What follows belongs to an exercise in optimizing a design on an open flow for small area, a short achievable clock period and few clock cycles; a production flow would make more cautious choices. The RTL was checked by simulation tests, not by an equivalence proof against the original design. No activity file was given, so power comes from the tool's default toggle rates.

==> design.v <==
`timescale 1ns/1ps
module mlc_core (
    input             clk,
    input             rst,
    input             req,
    input             we,
    input      [1:0]  space,
    input      [7:0]  addr,
    input      [31:0] wdata,
    output     [31:0] rdata,
    output            busy
);
    localparam FCAP = 32;
    localparam ECAP = 64;
    localparam RES_OK        = 4'd0;
    localparam RES_MISMATCH  = 4'd1;
    localparam RES_UNDERSIZE = 4'd2;
    localparam RES_CAP       = 4'd7;
    localparam RES_ILL       = 4'd8;
    reg [7:0]  fbuf [0:FCAP-1];
    reg [7:0]  ebuf [0:ECAP-1];
    reg [5:0]  flen;
    reg [6:0]  elen;
    reg [15:0] crc;
    reg [3:0]  res;
    reg        herr;
    reg        busy_r;
    reg [1:0]  eop;        
    reg        eg;         
    reg        bx;         
    reg        bxd;        
    reg        pmode;
    reg [6:0]  pk;
    reg [15:0] c0, c1, c2;
    reg [7:0]  ehold;
    reg        pv;         
    reg [1:0]  pt;         
    reg [7:0]  pb;         
    reg        pd;         
    reg        wv;         
    reg        wfb;        
    reg [6:0]  wa;         
    reg [7:0]  wd;         
    assign busy = busy_r;
    function [7:0] nib;
        input [3:0] n;
        begin
            nib = {n[3], ~n[3], n[2], ~n[2], n[1], ~n[1], n[0], ~n[0]};
        end
    endfunction
    function [7:0] dec;
        input [15:0] w;
        reg [7:0] h, l;
        begin
            h = {w[15], w[13], w[11], w[9], w[7], w[5], w[3], w[1]};
            l = {w[14], w[12], w[10], w[8], w[6], w[4], w[2], w[0]};
            dec = ((h ^ l) == 8'hFF) ? h : 8'hFF;
        end
    endfunction
    function [15:0] step;
        input [15:0] c;
        input [7:0]  b;
        integer i;
        reg [15:0] r;
        begin
            r = c ^ {b, 8'h00};
            for (i = 0; i < 8; i = i + 1)
                r = r[15] ? ({r[14:0], 1'b0} ^ 16'h1021) : {r[14:0], 1'b0};
            step = r;
        end
    endfunction
    wire        rd, sp_fb, fb_hw, eb_hw;
    wire        is_crc, is_mkf, is_chk, is_enc, is_dec, is_nop;
    wire        r_ill, r_cap, r_und, w_flen, w_elen, herr_set;
    mlc_hdec u_hd (
        .req(req), .we(we), .space(space), .addr(addr), .wdata(wdata),
        .busy_r(busy_r), .flen(flen),
        .rd(rd), .sp_fb(sp_fb), .fb_hw(fb_hw), .eb_hw(eb_hw),
        .is_crc(is_crc), .is_mkf(is_mkf), .is_chk(is_chk), .is_enc(is_enc),
        .is_dec(is_dec), .is_nop(is_nop), .r_ill(r_ill), .r_cap(r_cap), .r_und(r_und),
        .w_flen(w_flen), .w_elen(w_elen), .herr_set(herr_set)
    );
    wire        sp_reg  = (space == 2'd0);
    wire [7:0]  opc     = wdata[31:24];
    wire        is_fam  = is_crc | is_mkf | is_chk;
    wire        is_xd   = is_enc | is_dec;               
    wire        fam_b   = busy_r & ~bx;
    wire        x_enc   = busy_r & bx & ~bxd;
    wire        x_dec   = busy_r & bx & bxd;
    wire        pk_at   = ~pmode & (pk == {1'b0, flen});
    wire        hit     = pk_at & ~pv & ~wv;
    wire        eng_ext = fam_b & ~pk_at;                
    wire        done    = ((is_crc | is_chk) & hit) | (fam_b & hit);
    wire [1:0]  dop     = busy_r ? eop : opc[1:0];
    wire        start   = is_mkf | ((is_crc | is_chk) & ~hit);
    wire [255:0] fb_flat;
    wire [511:0] eb_flat;
    wire [15:0] rn_reg;
    wire [7:0]  rn_fb, rn_eb;
    wire [1:0]  rn_sel;
    reg  [15:0] r_reg;
    reg  [7:0]  r_fb, r_eb;
    reg  [1:0]  r_sel;
    mlc_rdpath u_rd (
        .fb_flat(fb_flat), .eb_flat(eb_flat), .space(space), .addr(addr),
        .rd(rd), .pk(pk[4:0]), .herr(herr), .res(res), .busy_r(busy_r), .flen(flen),
        .elen(elen), .crc(crc), .wv(wv), .wfb(wfb), .wa(wa[5:0]), .wd(wd),
        .rn_reg(rn_reg), .rn_fb(rn_fb), .rn_eb(rn_eb), .rn_sel(rn_sel)
    );
    wire        a_eq_k  = (wa == pk);
    wire [6:0]  pkm1    = pk - 7'd1;
    wire        a_eq_k1 = (wa == pkm1) & (pk != 7'd0);
    wire        a_zero  = (wa == 7'd0);
    wire [15:0] sbase   = (pt == 2'd0) ? c0 : (pt == 2'd1) ? c1 : 16'hFFFF;
    wire [15:0] snext   = step(sbase, pd ? dec({ehold, pb}) : pb);
    wire [5:0]  ndec    = elen[6:1];
    wire [5:0]  flen1   = flen + 6'd1;
    wire        mkf_done = fam_b & hit & (eop == 2'd2);
    wire        fbus_h  = wv & wfb;
    wire [7:0]  fbus_ev = fbus_h ? wd : (flen[0] ? c0[7:0] : c0[15:8]);
    wire [7:0]  fbus_od = fbus_h ? wd : (flen[0] ? c0[15:8] : c0[7:0]);
    wire [31:0] fmask   = ~({32{1'b1}} << flen);
    wire [31:0] nmask   = ~({32{1'b1}} << ndec);
    genvar g;
    generate
        for (g = 0; g < FCAP; g = g + 1) begin : gf
            wire hw  = wv & wfb & (wa[4:0] == g);
            wire mk  = mkf_done & ((flen[4:0] == g) | (flen1[4:0] == g));
            wire dw  = x_dec & nmask[g];
            wire       ww  = hw | mk;
            wire       kp  = ~(dw | ww);
            wire [7:0] dv  = dec({ebuf[2*g], ebuf[2*g+1]});
            wire [7:0] wval = (g % 2 == 0) ? fbus_ev : fbus_od;
            always @(posedge clk)
                fbuf[g] <= ({8{dw}} & dv) | ({8{ww}} & wval) | ({8{kp}} & fbuf[g]);
            assign fb_flat[8*g +: 8] = fbuf[g];
        end
        for (g = 0; g < ECAP; g = g + 1) begin : ge
            wire hw  = wv & ~wfb & (wa[5:0] == g);
            wire ew  = x_enc & fmask[g/2];
            wire       kp  = ~(ew | hw);
            wire [7:0] ev  = (g % 2 == 0) ? nib(fbuf[g/2][7:4]) : nib(fbuf[g/2][3:0]);
            always @(posedge clk)
                ebuf[g] <= ({8{ew}} & ev) | ({8{hw}} & wd) | ({8{kp}} & ebuf[g]);
            assign eb_flat[8*g +: 8] = ebuf[g];
        end
    endgenerate
    always @(posedge clk) begin
        r_reg <= rn_reg;
        r_fb  <= rn_fb;
        r_eb  <= rn_eb;
        r_sel <= rn_sel;
    end
    wire [15:0] rdata_lo = (r_sel == 2'd1) ? {8'd0, r_fb} :
                           (r_sel == 2'd2) ? {8'd0, r_eb} : r_reg;
    assign rdata = {16'd0, rdata_lo};
    always @(posedge clk) begin
        if (rst) begin
            flen   <= 6'd0;
            elen   <= 7'd0;
            crc    <= 16'hFFFF;
            res    <= RES_OK;
            herr   <= 1'b0;
            busy_r <= 1'b0;
            eop    <= 2'd0;
            eg     <= 1'b0;
            bx     <= 1'b0;
            bxd    <= 1'b0;
            pmode  <= 1'b0;
            pk     <= 7'd0;
            c0     <= 16'hFFFF;
            c1     <= 16'hFFFF;
            c2     <= 16'hFFFF;
            ehold  <= 8'd0;
            pv     <= 1'b0;
            pt     <= 2'd0;
            pb     <= 8'd0;
            pd     <= 1'b0;
            wv     <= 1'b0;
        end else begin
            if (herr_set) herr <= 1'b1;
            if (r_ill) res <= RES_ILL;
            if (r_cap) res <= RES_CAP;
            if (r_und) res <= RES_UNDERSIZE;
            if (is_nop) res <= RES_OK;
            if (w_flen) flen <= wdata[5:0];
            if (w_elen) elen <= wdata[6:0];
            if (is_xd) begin
                busy_r <= 1'b1;
                bx     <= 1'b1;
                bxd    <= opc[0];
            end
            if (x_enc | x_dec) begin
                busy_r <= 1'b0;
                bx     <= 1'b0;
                res    <= RES_OK;
            end
            if (x_enc) elen <= {flen, 1'b0};
            if (x_dec) flen <= ndec;
            if (start) begin
                busy_r <= 1'b1;
                eop    <= opc[1:0];
            end
            if (done) begin
                busy_r <= 1'b0;
                case (dop)
                    2'd3: begin
                        crc <= c2;
                        res <= (c0 == 16'h0000) ? RES_OK : RES_MISMATCH;
                    end
                    2'd2: begin
                        crc  <= c0;
                        flen <= flen + 6'd2;
                        res  <= RES_OK;
                    end
                    default: begin
                        crc <= c0;
                        res <= RES_OK;
                    end
                endcase
            end
            wv  <= fb_hw | eb_hw;
            wfb <= sp_fb;
            wa  <= addr[6:0];
            wd  <= wdata[7:0];
            if (!busy_r) eg <= 1'b0;
            pv <= 1'b0;
            if (pv) begin
                c0 <= snext;
                if (pt == 2'd0) begin c1 <= c0; c2 <= c1; end
                if (pt == 2'd2) c1 <= 16'hFFFF;
            end
            if (fam_b) begin
                if (pmode || pk > {1'b0, flen}) begin
                    pmode <= 1'b0;
                    pk    <= 7'd0;
                    c0    <= 16'hFFFF;
                    eg    <= 1'b0;
                end else if (eng_ext) begin
                    if (eg) begin
                        pk <= pk + 7'd1;
                        pv <= 1'b1; pt <= 2'd0; pb <= rdata_lo[7:0]; pd <= 1'b0;
                        eg <= 1'b0;
                    end else begin
                        eg <= ~(rd & sp_reg);
                    end
                end
            end else if (x_dec) begin
                if (pmode) begin
                    pmode <= 1'b0;
                    if (pk[6:1] <= ndec) begin
                        pk <= {1'b0, pk[6:1]};
                    end else begin
                        pk <= 7'd0;
                        c0 <= 16'hFFFF;
                    end
                end else if (ndec != 6'd0) begin
                    pk <= 7'd0;
                    c0 <= 16'hFFFF;
                end
            end else if (x_enc) begin
                if (pmode && flen != 6'd0) begin
                    pk <= 7'd0;
                    c0 <= 16'hFFFF;
                end
            end else if (wv & wfb) begin
                if (!pmode && a_eq_k) begin
                    pk <= pk + 7'd1;
                    pv <= 1'b1; pt <= 2'd0; pb <= wd; pd <= 1'b0;
                end else if (a_zero) begin
                    pmode <= 1'b0;
                    pk <= 7'd1;
                    pv <= 1'b1; pt <= 2'd2; pb <= wd; pd <= 1'b0;
                end else if (!pmode && a_eq_k1) begin
                    pv <= 1'b1; pt <= 2'd1; pb <= wd; pd <= 1'b0;
                end else if (!pmode) begin
                    pk <= 7'd0;
                    c0 <= 16'hFFFF;
                end
            end else if (wv & ~wfb) begin
                if (pmode && a_eq_k) begin
                    pk <= pk + 7'd1;
                    if (wa[0]) begin
                        pv <= 1'b1; pt <= 2'd0; pb <= wd; pd <= 1'b1;
                    end else begin
                        ehold <= wd;
                    end
                end else if (a_zero) begin
                    pmode <= 1'b1;
                    pk    <= 7'd1;
                    c0    <= 16'hFFFF;
                    ehold <= wd;
                end else if (pmode && a_eq_k1) begin
                    if (wa[0]) begin
                        pv <= 1'b1; pt <= 2'd1; pb <= wd; pd <= 1'b1;
                    end else begin
                        ehold <= wd;
                    end
                end else if (pmode) begin
                    pk <= 7'd0;
                    c0 <= 16'hFFFF;
                end
            end
        end
    end
endmodule
module mlc_rdpath (
    input  [255:0] fb_flat,
    input  [511:0] eb_flat,
    input  [1:0]   space,
    input  [7:0]   addr,
    input          rd,
    input  [4:0]   pk,
    input          herr,
    input  [3:0]   res,
    input          busy_r,
    input  [5:0]   flen,
    input  [6:0]   elen,
    input  [15:0]  crc,
    input          wv,
    input          wfb,
    input  [5:0]   wa,
    input  [7:0]   wd,
    output reg [15:0] rn_reg,
    output [7:0]   rn_fb,
    output [7:0]   rn_eb,
    output reg [1:0] rn_sel
);
    wire [4:0] fidx = busy_r ? pk : addr[4:0];
    reg  [7:0] fb_rd, eb_rd;
    integer i;
    always @(*) begin
        fb_rd = 8'd0;
        eb_rd = 8'd0;
        for (i = 0; i < 32; i = i + 1)
            fb_rd = fb_rd | ({8{fidx == i}} & fb_flat[8*i +: 8]);
        for (i = 0; i < 64; i = i + 1)
            eb_rd = eb_rd | ({8{addr[5:0] == i}} & eb_flat[8*i +: 8]);
    end
    wire fwd_f = wv & wfb & (wa[4:0] == addr[4:0]) & ~busy_r;
    wire fwd_e = wv & ~wfb & (wa == addr[5:0]);
    assign rn_fb = fwd_f ? wd : fb_rd;
    assign rn_eb = fwd_e ? wd : eb_rd;
    wire eng = busy_r & ~(rd & (space == 2'd0));
    always @(*) begin
        rn_reg = 16'd0;
        if (!eng && space == 2'd0) begin
            case (addr)
                8'd1: rn_reg = {7'd0, herr, res, 3'd0, busy_r};
                8'd2: rn_reg = {10'd0, flen};
                8'd3: rn_reg = {9'd0, elen};
                8'd4: rn_reg = crc;
                8'd6: rn_reg = 16'd64;
                default: rn_reg = 16'd0;
            endcase
        end
        rn_sel = 2'd0;
        if (eng) rn_sel = 2'd1;
        else if (space == 2'd1 && addr[7:5] == 3'd0) rn_sel = 2'd1;
        else if (space == 2'd2 && addr[7:6] == 2'd0) rn_sel = 2'd2;
    end
endmodule
module mlc_hdec (
    input         req,
    input         we,
    input  [1:0]  space,
    input  [7:0]  addr,
    input  [31:0] wdata,
    input         busy_r,
    input  [5:0]  flen,
    output        rd,
    output        sp_fb,
    output        fb_hw,
    output        eb_hw,
    output        is_crc,
    output        is_mkf,
    output        is_chk,
    output        is_enc,
    output        is_dec,
    output        is_nop,
    output        r_ill,
    output        r_cap,
    output        r_und,
    output        w_flen,
    output        w_elen,
    output        herr_set
);
    wire       wr_ok  = req & we & ~busy_r;
    assign     rd     = req & ~we;
    wire       sp_reg = (space == 2'd0);
    assign     sp_fb  = (space == 2'd1);
    wire       sp_eb  = (space == 2'd2);
    wire       fb_in  = (addr[7:5] == 3'd0);
    wire       eb_in  = (addr[7:6] == 2'd0);
    assign     fb_hw  = wr_ok & sp_fb & fb_in;
    assign     eb_hw  = wr_ok & sp_eb & eb_in;
    wire       wreg   = wr_ok & sp_reg;
    wire       issue  = wreg & (addr == 8'd0);
    wire [7:0] opc    = wdata[31:24];
    wire       legal  = (wdata[23:0] == 24'd0) & (opc <= 8'd5);
    assign     is_nop = issue & legal & (opc == 8'd0);
    assign     is_crc = issue & legal & (opc == 8'd1);
    assign     is_mkf = issue & legal & (opc == 8'd2) & (flen <= 6'd30);
    assign     is_chk = issue & legal & (opc == 8'd3) & (flen >= 6'd2);
    assign     is_enc = issue & legal & (opc == 8'd4);
    assign     is_dec = issue & legal & (opc == 8'd5);
    assign     r_ill  = issue & ~legal;
    assign     r_cap  = issue & legal & (opc == 8'd2) & (flen > 6'd30);
    assign     r_und  = issue & legal & (opc == 8'd3) & (flen < 6'd2);
    wire       le32   = (wdata <= 32'd32);
    wire       le64   = (wdata <= 32'd64);
    assign     w_flen = wreg & (addr == 8'd2) & le32;
    assign     w_elen = wreg & (addr == 8'd3) & le64;
    assign     herr_set =
        (rd & ~busy_r & ((sp_fb & ~fb_in) | (sp_eb & ~eb_in))) |
        (req & we & busy_r & ~(sp_reg & (addr >= 8'd7)) & (space != 2'd3)) |
        (wreg & (((addr == 8'd2) & ~le32) | ((addr == 8'd3) & ~le64) |
                 (addr == 8'd1) | (addr == 8'd4) | (addr == 8'd5) | (addr == 8'd6))) |
        (wr_ok & ((sp_fb & ~fb_in) | (sp_eb & ~eb_in)));
endmodule
==> flow/run.sh <==
#!/bin/bash
# Standard layout, with the port buffers made of buf_4 cells instead of the
# delay-cell buffer that buffer_ports picks by default (a delay cell cannot
# be resized to a plain buffer later by footprint-matched timing repair).
set -euo pipefail
export BUFFER_PORTS_ARGS="-buffer_cell sky130_fd_sc_hd__buf_4"
bash standard.sh > standard.log 2>&1
==> standard.sh <==
#!/bin/bash
# synth_recipe.tcl (not shown) runs the flow's synth.tcl, then flattens the netlist and writes it again
# the make line also repeats each setting of config.mk as NAME=value (left out here)
make -C /OpenROAD-flow-scripts/flow DESIGN_CONFIG=/design/flow/config.mk WORK_HOME=/design/flow/orfs CLKGATE_MAP_FILE= SYNTH_SCRIPT=/design/flow/synth_recipe.tcl "${@:-finish}"
==> config.mk <==
export PLATFORM = sky130hd
export DESIGN_NAME = mlc_core
export DESIGN_NICKNAME = mlc_core
export VERILOG_FILES = /design/flow/design.v
export SDC_FILE = /design/flow/constraint.sdc
export NUM_CORES = 4
export LEC_CHECK = 0
export CAP_MARGIN = 20
export CORE_MARGIN = 2
export CORE_UTILIZATION = 40
export PLACE_DENSITY = 0.6
export SETUP_SLACK_MARGIN = 4.45
export SLEW_MARGIN = 20
export SYNTH_HIERARCHICAL = 1
export SYNTH_MINIMUM_KEEP_SIZE = 0
export TNS_END_PERCENT = 100
==> constraint.sdc <==
create_clock -name core_clock -period 8.0 [get_ports {clk}]
set_input_delay 1.6000 -clock core_clock [delete_from_list [all_inputs] [get_ports {clk}]]
set_output_delay 1.6000 -clock core_clock [all_outputs]
set_load 0.01 [all_outputs]
==> results of run 1 <==
## per-module statistics from Yosys, one instance, submodules excluded
module,flip-flops and latches,area (sq um),copies in the design
mlc_core,935,41400,1
mlc_hdec,0,432,1
mlc_rdpath,0,6600,1
## synth_stat cells (79+ instances only)
master | count | area [sq um]
nand4_1 | 79 | 494
nor2_1 | 707 | 2650
a221o_1 | 392 | 3920
a21oi_1 | 89 | 445
and3_1 | 105 | 657
a32oi_1 | 111 | 972
nand2_1 | 818 | 3070
o21a_1 | 101 | 758
xnor2_1 | 279 | 2440
o21ai_0 | 134 | 671
clkbuf_1 | 273 | 1020
dfxtp_1 | 919 | 18400
nand3_1 | 212 | 1060
nor4_1 | 96 | 601
o221ai_1 | 129 | 1130
a22oi_1 | 349 | 2620
## per-stage QoR
step	worst slack, ps	cell area, sq um	std cells	hold slack [ps]
2_1_floorplan	4220	48600	5771	432
3_3_place_gp	3080	50800	7210	459
3_5_place_dp	3140	50900	7214	466
4_1_cts	4230	54900	7414	479
5_1_grt	4320	55300	7432	489
6_report	4210	55400	7475	479
## timing repair
item | in CTS | in global routing
gates resized for setup | 71 | 75
endpoints found under the hold margin | 0 | 0
pin swaps | 3 | 5
setup endpoints to repair | 440 | 452
setup buffers | 7 | 12
gates cloned | 1 | 2
## area by class of cell
class	instances	area (sq um)	area share [%]
Multi-Input combinational cell	4389	28600	51.6
Timing Repair Buffer	230	1870	3.37
Sequential cell	935	18900	34.1
Tap cell	1612	2020	3.64
Inverter	72	272	0.490
Antenna cell	45	113	0.203
Clock buffer	151	3070	5.54
Clock inverter	41	591	1.07
## power breakdown
part | internal, W | switching (W) | leakage [nW]
Clock | 0.00300 | 0.00222 | 1.77
Sequential | 0.00471 | 0.000122 | 7.57
Combinational | 0.000115 | 0.000397 | 12.4
## path summary, 6_finish.rpt
path / end / slack (ps) / cells after the start
worst min register to register: r_reg[1] / 480 / 2
worst max register to register: ebuf[22][2] / 4210 / 5
worst max-delay path: ebuf[22][2] / 4210 / 5
worst min-delay path: r_reg[1] / 480 / 2
## per-layer routing
metal / routed length [microns] / part of all wire [%]
met2: 129000 / 37
met4: 34000 / 9.9
met1: 124000 / 36
met5: 427 / 0.12
met3: 56900 / 17
## critical path, delay by kind of cell, from the launching register on
family / cells / cell delay, ps
simple gates: 4 / 2300
flops: 1 / 980
compound gates: 1 / 370
## kinds of logic after synthesis
group | synth area share (%)
other | 0.00774
adders and majority gates | 0.594
AOI/OAI and AO/OA | 27.7
xor gates and xnor gates | 5.72
muxes | 1.30
DFF | 39.0
buffers and inverters | 3.90
and+or+nand+nor | 21.8
==> metrics.md, run 1 <==
| Metric | Value |
|---|---|
| Worst reg2reg path startpoint | `wa[2]` |
| Worst-Margin Slew | `1330 ps` |
| Post-layout util | `46.2%` |
| Mapped Area | `48400 sq um` |
| EDFF count, synth | `16` |
| Core Region | `120000 sq um` |
| Clock root buffer | `clkbuf_16` |
| Max Slew Vio Count | `0` |
| Nets@finish | `5801` |
| Clk buf depth | `3` |
| Detailed Place HPWL | `261 mm` |
| Clk slew on worst S/H paths | `60 ps` |
| Critical Path AT | `4430 ps` |
| Register bit count reported by yosys | `935` |
| Vias in the first global route | `48228` |
| F_max | `264 MHz` |
| Synth async-reset ratio | `0%` |
| Hold Vio Cnt, Final | `0` |
| Top reg by flops | `ebuf` |
| Maximum vdd drop | `183 uV` |
| Layout area overhead | `14.4%` |
| Cell mode on critical path | `nor2_1` |
| Final ANT Viol Nets | `0` |
| # IOs | `79` |
| CP Max Fanout | `14` |
| Power Total | `0.0106 W` |
| Fillers | `11623` |
| Most frequent cells in the layout | `dfxtp_1, nand2_1, nor2_1, a221o_1, a22oi_1` |
| 1st-iter DRT viols | `10978` |
| Skew final | `47.2 ps` |
| Pre-Repair DR Iteration Count | `9` |
| Vias | `55851` |
| Max FFs per register | `512` |
| DR vias/cell | `7.47` |
| # port buffers | `62` |
| Pwr dens | `191 nW/um^2` |
| Avg WL per Cell | `46.1 microns` |
| Outcome | `complete, no violations` |
| Commonest non-fill, non-tap cell in the layout | `dfxtp_1` |
| GRT Util Overall | `53.0%` |
| Rel. slew slack | `11.1%` |
| Max-Cap Viols | `0` |
| First-pass GRT wire length | `451 mm` |
| GRT Residual Overflow | `0` |
| Biggest regs | `ebuf x512, fbuf x256` |
| Share of the yosys chip area belonging to registers | `39.0%` |
| Global route hottest layer | `met2` |
| H-tree levels | `3` |
| Unrepaired setup endpoints after global routing | `yes` |
| CTS tree | `yes` |
| CP peak stage delay | `980 ps` |
| Crit-path cells | `nor2b_1, nand2_1, nor2_1, nor2_1, a221o_1` |
| GP Congestion | `1.27` |
| Starting Density | `40.4%` |
| Syn avg cell area | `8.42 sq um` |
| Cts bufs inserted | `104` |
| DRC | `0` |
| Critical Path Sink Type | `flop` |
| Met3 Usage GRT | `27.8%` |
| Netlist cell types | `101` |
| Top FF cell, synth | `dfxtp_1` |
| Setup violators final | `0` |
| Hold path start | `crc[1]` |
| WL final | `345 mm` |
| Layout cells sized above 1 | `10.4%` |
| Die ar. | `124000 sq um` |
| Slowest cell on the critical path | `edfxtp_1` |
| TNS Setup | `0 ps` |
| Tcrit/Tclk final | `47.4%` |
| Critical Path RT | `8640 ps` |
| Met1 Track Usage GR | `64.2%` |
| Leakage | `21.8 nW` |
| Crit Path Category | `reg2reg` |
| Post-CTS Hold Buffers | `0` |
| Fin crit period | `3790 ps` |
| Worst Setup SP | `wa[2]` |
| Clk Latency, worst-skew pair | `790 ps` |
| Initial antenna violation count | `74` |
| Met2 Resource Use GR | `69.3%` |
| Clock Sinks | `935` |
| Die W | `352 microns` |
| Worst Hold Class | `reg2reg` |
| Die Ht | `352 microns` |
| Synth Instances | `5756` |
| Synth warn | `10` |
| CP startpoint kind | `flop` |
| Row count | `127` |
| Largest net degree at the start of global routing | `93` |
Testbench counts, summed over its fixed seeds: cycles 11,721.
==> inputs of run 2 (changes only) <==
--- a/config.mk
+++ b/config.mk
@@ -11,3 +11,3 @@
 export PLACE_DENSITY = 0.6
-export SETUP_SLACK_MARGIN = 4.45
+export SETUP_SLACK_MARGIN = 4.7
 export SLEW_MARGIN = 20
==> run 2 against run 1 <==
Effect of this change: die area did not move; power fell by 1.3%; global-route usage fell by 0.43 points; first-iteration DRC count fell by 1.5%; final area rose by 1.3%; critical path depth rose by 1; register-to-register slack improved by 340 ps; worst setup slack improved by 250 ps; largest cell class unchanged; fmax rose by 7.2%; non-clock buffer count rose by 13; synthesized cell count did not move; sequential power barely moved.
==> metrics.md, run 2 <==
| Metric | Value |
|---|---|
| CP Max Fanout | `7` |
| Synth top cells by count | `dfxtp_1, nand2_1, nor2_1, a221o_1, a22oi_1` |
| Largest family of logic cells by synthesized area | `compound AO/OA/AOI/OAI gates` |
| Largest net degree at the start of global routing | `113` |
| Synth async-reset ratio | `0%` |
| Starting Density | `40.4%` |
| Critical Path Sink Type | `output pin` |
| DP Area | `50800 sq um` |
| Vias | `55881` |
| EDFF count, synth | `16` |
| Synth Instances | `5756` |
| Fin area | `56200 sq um` |
| Commonest non-fill, non-tap cell in the layout | `dfxtp_1` |
| WL final | `342 mm` |
| DR vias/cell | `7.47` |
| Top-area cell type share of the netlist area | `38.0%` |
| DRC | `0` |
| Outcome | `complete, no violations` |
| Synth warn | `10` |
| P_sw | `0.00274 W` |
| Crit-path cells | `buf_12, buf_12, nor2b_4, a211oi_2, a21oi_2, buf_4` |
| Worst Hold Class | `reg2reg` |
| Clk buf depth | `3` |
| Tcrit/Tclk final | `44.2%` |
| Fillers | `11648` |
| Hold Vio Cnt, Final | `0` |
| H-tree levels | `3` |
| Skew final | `26.3 ps` |
| Slowest cell on the critical path | `dfxtp_4` |
| CTS tree | `yes` |
| Layout area overhead | `15.9%` |
| # IOs | `79` |
| Worst-Margin Slew | `1250 ps` |
| Die Ht | `352 microns` |
| Int Power | `0.00769 W` |
| Avg WL per Cell | `45.7 microns` |
| CP startpoint kind | `flop` |
| Most common cell in the netlist | `dfxtp_1` |
| GRT Util Overall | `52.6%` |
| Register bit count reported by yosys | `935` |
| Row count | `127` |
| Syn avg cell area | `8.42 sq um` |
| Die ar. | `124000 sq um` |
| Clock root buffer | `clkbuf_16` |
| First-pass GRT wire length | `449 mm` |
| Top reg by flops | `ebuf` |
| F_max | `283 MHz` |
| Pre-Repair DR Iteration Count | `12` |
| CP peak stage delay | `360 ps` |
| Clock share of power | `48.6%` |
| Share of the yosys chip area belonging to registers | `39.0%` |
| Initial antenna violation count | `60` |
| Crit Path Category | `reg2out` |
| Netlist cell types | `101` |
| Most frequent cells in the layout | `dfxtp_1, nand2_1, nor2_1, a221o_1, a22oi_1` |
| Top cells by area, synth | `dfxtp_1, a221o_1, nand2_1, nor2_1, a22oi_1` |
| Mapped Area | `48400 sq um` |
| Post-synth top area cell | `dfxtp_1` |
| Adder-cell share of the synthesized area | `0.594%` |
| Rel. slew slack | `16.8%` |
| Max-Cap Viols | `0` |
| Setup violators final | `0` |
| Detailed Place HPWL | `255 mm` |
| Final ANT Viol Nets | `0` |
| Leakage | `22.0 nW` |
| Layout Cells excl Fill | `7479` |
| Top FF cell, synth | `dfxtp_1` |
| Fin crit period | `3540 ps` |
| 1st-iter DRT viols | `10812` |
| Logic pwr share | `5.1%` |
| Max FFs per register | `512` |
| Simple logic cell fraction of the synthesized area | `21.8%` |
| Cts bufs inserted | `106` |
| Vias in the first global route | `48175` |
| Clk slew on worst S/H paths | `60 ps` |
| Post-Synth XOR/XNOR Area | `5.72%` |
| Clock Sinks | `935` |
| Hold slack final | `466 ps` |
| Pwr dens | `186 nW/um^2` |
| Sequential share of power | `46.3%` |
| Core Region | `120000 sq um` |
| Nets@finish | `5815` |
| Compound-Gate Fraction of Synth Area | `27.7%` |
| Clk Latency, worst-skew pair | `760 ps` |
| Cell mode on critical path | `buf_12` |
| GP Congestion | `1.22` |
| Worst slack at placement | `3010 ps` |
| Dpl cells | `7203` |
| Biggest regs | `ebuf x512, fbuf x256` |
| TNS Setup | `0 ps` |
| Post-synthesis mux area share | `1.30%` |
| Layout cells sized above 1 | `12.7%` |
| Critical Path AT | `1940 ps` |
| Unrepaired setup endpoints after global routing | `yes` |
| Sw frac | `26.3%` |
| Critical Path RT | `6400 ps` |
| Maximum vdd drop | `215 uV` |
| Final worst slack | `4460 ps` |
| Max Slew Vio Count | `0` |
| # port buffers | `62` |
| GRT Residual Overflow | `0` |
| Die W | `352 microns` |
## run 2: cell types whose count changed in the layout (fill, tap and decap cells not counted), moves of 7 or more
| cell | previous run | this run |
|---|---|---|
| a31oi_1 | 56 | 48 |
| a31oi_2 | 2 | 9 |
| a32oi_1 | 107 | 95 |
| a32oi_2 | 3 | 15 |
| and2_1 | 41 | 28 |
| and2_2 | 5 | 12 |
| buf_12 | 1 | 11 |
| clkinv_2 | 12 | 22 |
| diode_2 | 45 | 32 |
| nand2_1 | 812 | 804 |
| nand2_2 | 6 | 13 |
| nor2_1 | 679 | 647 |
| nor2_2 | 25 | 55 |
| o22a_1 | 37 | 30 |
## run 2: worst paths after layout
check	from	end	slack [ps]	cells past startpoint
min	crc[1]	r_reg[1]	470	2
max	r_sel[1]	rdata[2]	4460	6
max reg2reg	bxd	ebuf[20][0]	4550	9
min reg2reg	crc[1]	r_reg[1]	470	2
## run 2: what timing repair did
item	4_1_cts	5_1_grt
cloned	1	2
endpoints found under the hold margin	0	0
gates resized for setup	181	133
pin swaps	19	17
setup endpoints to repair	635	554
setup buffers	19	22
hold buffers	0	0
## run 2: logic make-up after synthesis
group,count (synthesis)
AO/OA/AOI/OAI,1678
XOR/XNOR,310
adder cells (fa/ha/maj),23
buffers and inverters,450
flip-flops,935
multiplexers,63
other,1
AND/OR/NAND/NOR,2296
## run 2: power by group through the flow
stage / Clock, W / Combinational [W] / Sequential, W
6_report: 0.00507 / 0.000532 / 0.00483
5_1_grt: 0.00523 / 0.000515 / 0.00482
4_1_cts: 0.00504 / 0.000483 / 0.00482
3_5_place_dp: 0 / 0.000467 / 0.00492
3_3_place_gp: 0 / 0.000465 / 0.00492
2_1_floorplan: 0 / 0.000247 / 0.00485
## run 2: modules after synthesis, one instance, submodules excluded
module	flops+latches	times used	area, sq um	cells
mlc_core	935	1	41400	4688
mlc_rdpath	0	1	6600	996
mlc_hdec	0	1	432	72
## run 2: worst max-delay path: cells and delay by family, from the launching register on
family          cells  cell delay [ps]
flops               1              360
buf+inv             3              460
compound gates      2              260
simple gates        1              110
## run 2: metal layers
layer	vias to the layer above	part of all wire (%)	track usage, %	wire [microns]
met1	27251	37	64.8	126000
met4	40	9.5	39.2	32400
met5	-	0.099	0.462	339
li1	21827	-	-	-
met2	5294	37	68.5	127000
met3	1469	16	27.4	55900
## run 2: cell type report
cell class	count	area (sq um)	area share, %
sequential	935	18900	33.7
multi-input combinational	4388	29300	52.1
tap	1612	2020	3.59
antenna	32	80.1	0.143
clock buffer	151	3080	5.49
clock inverter	46	442	0.786
timing repair buffer	243	2100	3.73
inverter	72	282	0.501
## run 2: metrics by stage
step	total power, W	util, %
6_report	0.0104	46.8
5_1_grt	0.0106	46.8
4_1_cts	0.0103	46.1
3_5_place_dp	0.00539	42.4
3_3_place_gp	0.00539	42.3
2_1_floorplan	0.00509	-
==> inputs of run 3 (changes only) <==
--- a/config.mk
+++ b/config.mk
@@ -11,3 +11,3 @@
 export PLACE_DENSITY = 0.6
-export SETUP_SLACK_MARGIN = 4.7
+export SETUP_SLACK_MARGIN = 4.58
 export SLEW_MARGIN = 20
==> run 3 against run 2 <==
Effect of this change: first-iteration DRC count rose by 2.2%; utilization about the same; global-route usage grew 0.41 points; non-clock buffer count rose by 17; fmax down 7.5%; via count about the same; critical path depth is 1 lower; power grew 1.1%; flip-flop and latch count unchanged; combinational power up 2%; worst setup slack got worse by 290 ps; routed wire length grew 0.94%; critical path type is now reg2reg; largest power group unchanged; highest routed layer unchanged.
==> metrics.md, run 3 <==
| Metric | Value |
|---|---|
| First-pass GRT wire length | `450 mm` |
| Fillers | `11629` |
| Worst-Margin Slew | `1290 ps` |
| Syn avg cell area | `8.42 sq um` |
| Top FF cell, synth | `dfxtp_1` |
| Rel. slew slack | `13.8%` |
| Die Ht | `352 microns` |
| Max Slew Vio Count | `0` |
| Vias | `55927` |
| GRT Residual Overflow | `0` |
| Worst slack at placement | `2930 ps` |
| Detailed Place HPWL | `258 mm` |
| Vias in the first global route | `48256` |
| Layout area overhead | `15.9%` |
| CTS tree | `yes` |
| Unrepaired setup endpoints after global routing | `yes` |
| CP Max Fanout | `11` |
| Top cells by area, synth | `dfxtp_1, a221o_1, nand2_1, nor2_1, a22oi_1` |
| GP Congestion | `1.20` |
| Crit-path cells | `nor2b_1, nand3_1, nor2_1, nor2_1, a221o_1` |
| Cts bufs inserted | `104` |
| Met1 Track Usage GR | `64.9%` |
| Post-synth top area cell | `dfxtp_1` |
| Layout cells sized above 1 | `11.9%` |
| EDFF count, synth | `16` |
| Synth Instances | `5756` |
| Die W | `352 microns` |
| GRT Util Overall | `53.0%` |
| Clock root buffer | `clkbuf_16` |
| Buf/Inv on CP | `0` |
| H-tree levels | `3` |
| Hold Vio Cnt, Final | `0` |
| Critical Path AT | `4470 ps` |
| Register bit count reported by yosys | `935` |
| Netlist cell types | `101` |
| Top reg by flops | `ebuf` |
| Fin crit period | `3820 ps` |
| Setup violators final | `0` |
| Pre-Repair DR Iteration Count | `11` |
| Global route hottest layer | `met2` |
| # port buffers | `62` |
| Critical Path Sink Type | `flop` |
| WL final | `345 mm` |
| Max FFs per register | `512` |
| Pwr dens | `188 nW/um^2` |
| Delay-heaviest family, CP | `simple AND/OR/NAND/NOR gates` |
| Initial antenna violation count | `86` |
| Clk slew on worst S/H paths | `60 ps` |
| Share of the yosys chip area belonging to registers | `39.0%` |
| DRC | `0` |
| TNS Setup | `0 ps` |
| Commonest non-fill, non-tap cell in the layout | `dfxtp_1` |
| Clock Sinks | `935` |
| DR vias/cell | `7.45` |
| Skew final | `50.6 ps` |
| Tcrit/Tclk final | `47.8%` |
| Leakage | `22.2 nW` |
| Hold slack final | `479 ps` |
| Largest net degree at the start of global routing | `102` |
| Final worst slack | `4180 ps` |
| Core Region | `120000 sq um` |
| Clk Latency, worst-skew pair | `780 ps` |
| CP startpoint kind | `flop` |
| Cell mode on critical path | `nor2_1` |
| Max-Cap Viols | `0` |
| Crit Path Category | `reg2reg` |
| Met2 Resource Use GR | `69.5%` |
| F_max | `261 MHz` |
| # IOs | `79` |
| Nets@finish | `5830` |
| Die ar. | `124000 sq um` |
| 1st-iter DRT viols | `11054` |
| Final ANT Viol Nets | `0` |
| Clk buf depth | `3` |
| Reg area | `18900 sq um` |
| Most common cell in the netlist | `dfxtp_1` |
| Top-area cell type share of the netlist area | `38.0%` |
| Starting Density | `40.4%` |
| Critical Path RT | `8640 ps` |
| Outcome | `complete, no violations` |
| Avg WL per Cell | `45.9 microns` |
| Row count | `127` |
| Synth async-reset ratio | `0%` |
| CP peak stage delay | `990 ps` |
| Biggest regs | `ebuf x512, fbuf x256` |
| Slowest cell on the critical path | `nand3_1` |
| Multi-input logic area | `29000 sq um` |
| Maximum vdd drop | `182 uV` |
| Most frequent cells in the layout | `dfxtp_1, nand2_1, nor2_1, a221o_1, a22oi_1` |
| Synth warn | `10` |
| Post-CTS Hold Buffers | `0` |
| Mapped Area | `48400 sq um` |
| Worst Hold Class | `reg2reg` |
| Synth top cells by count | `dfxtp_1, nand2_1, nor2_1, a221o_1, a22oi_1` |
| Met3 Usage GRT | `27.5%` |
-- run 3: cell counts after synthesis --
No cell type changed its count.
-- run 3: worst paths after layout --
path	startpoint	cells past startpoint	endpoint	slack, ps
hold / removal	crc[12]	2	crc[12]	480
setup reg to reg	wa[3]	5	ebuf[11][4]	4180
setup / recovery	wa[3]	5	ebuf[11][4]	4180
hold reg to reg	crc[12]	2	crc[12]	480
-- run 3: cell families after synthesis --
kind of cell / Yosys count / share of synthesized area (%)
multiplexers: 63 / 1.30
XOR/XNOR: 310 / 5.72
flip-flops: 935 / 39.0
adder cells (fa/ha/maj): 23 / 0.594
other: 1 / 0.00774
AO/OA/AOI/OAI: 1678 / 27.7
AND/OR/NAND/NOR: 2296 / 21.8
buffers and inverters: 450 / 3.90
-- run 3: area by class of cell --
class                   count  share of cell area (%)
clock inverters            55                    1.08
multi-input cells        4388                    51.7
inverters                  72                   0.488
diodes                     45                   0.201
flip-flops and latches    935                    33.7
clock buffers             141                    5.33
repair buffers            260                    3.97
well taps                1612                    3.59
-- run 3: report_power, final --
group | internal (W) | switching, W | leakage, nW
Sequential | 0.00471 | 0.000114 | 7.57
Clock | 0.00291 | 0.00227 | 1.79
Combinational | 0.000126 | 0.000415 | 12.8
-- run 3: metrics by stage --
| stage | cell area (sq um) | instances | utilization, % | power [W] |
|---|---|---|---|---|
| floorplan | 48600 | 5771 | - | 0.00509 |
| global placement | 50800 | 7218 | 42.3 | 0.00538 |
| finish | 56100 | 7508 | 46.8 | 0.0105 |
| CTS | 55100 | 7435 | 46.0 | 0.0105 |
| global route | 56000 | 7463 | 46.7 | 0.0107 |
| detailed placement | 50900 | 7220 | 42.4 | 0.00539 |
-- run 3: tightest hold or removal path: cells and delay by family, from the launching register on --
kind	cells	cell delay [ps]
flip-flops	1	320
AO/OA/AOI/OAI	1	70
AND/OR/NAND/NOR	1	50
-- run 3: what timing repair did --
item                       CTS  global route
setup endpoints to repair  530           627
cloned                       1             3
pin swaps                   18            30
setup buffers               18            25
gates resized for setup    127           130
-- run 3: modules after synthesis, one instance, submodules excluded --
module / flip-flops and latches / cells / copies in the design / cell area (sq um)
mlc_rdpath: 0 / 996 / 1 / 6600
mlc_core: 935 / 4688 / 1 / 41400
mlc_hdec: 0 / 72 / 1 / 432
-- run 3: layer usage --
metal,vias to the layer above,wire length (microns)
met2,5073,130000
met1,27456,126000
li1,21876,-
met5,-,706
met3,1450,56400
met4,72,32400

## what the ideal ports hide
No port has a modelled driver above. Below, the same layouts with a new extraction and two added sets of constraints.
Step 1, drivers: a clkbuf_16 drives clk and a buf_2 each remaining input, both assumed.
Step 2 adds t to the input delays and takes it off the output delays; t is the mean of the earliest and latest rising clock arrival at the registers after step 1. Input paths then give back, and output paths get back, about the clock's delay inside the block.
Three values: ideal, step 1, step 2; two values: the first two.
| run | shift t [ns] | slack for setup (ns) | worst setup path at the end |
|---|---|---|---|
| run 1 | 0.847 | 4.211 / 4.211 / 3.528 | input to register |
| run 2 | 0.832 | 4.464 / 4.380 / 3.718 | input to register |
| run 3 | 0.835 | 4.176 / 4.176 / 3.532 | input to register |
After both steps every run listed still meets setup and hold. For run 2, which loses most, drivers alone change the setup slack by -0.084 ns; drivers and shift together by -0.746 ns.
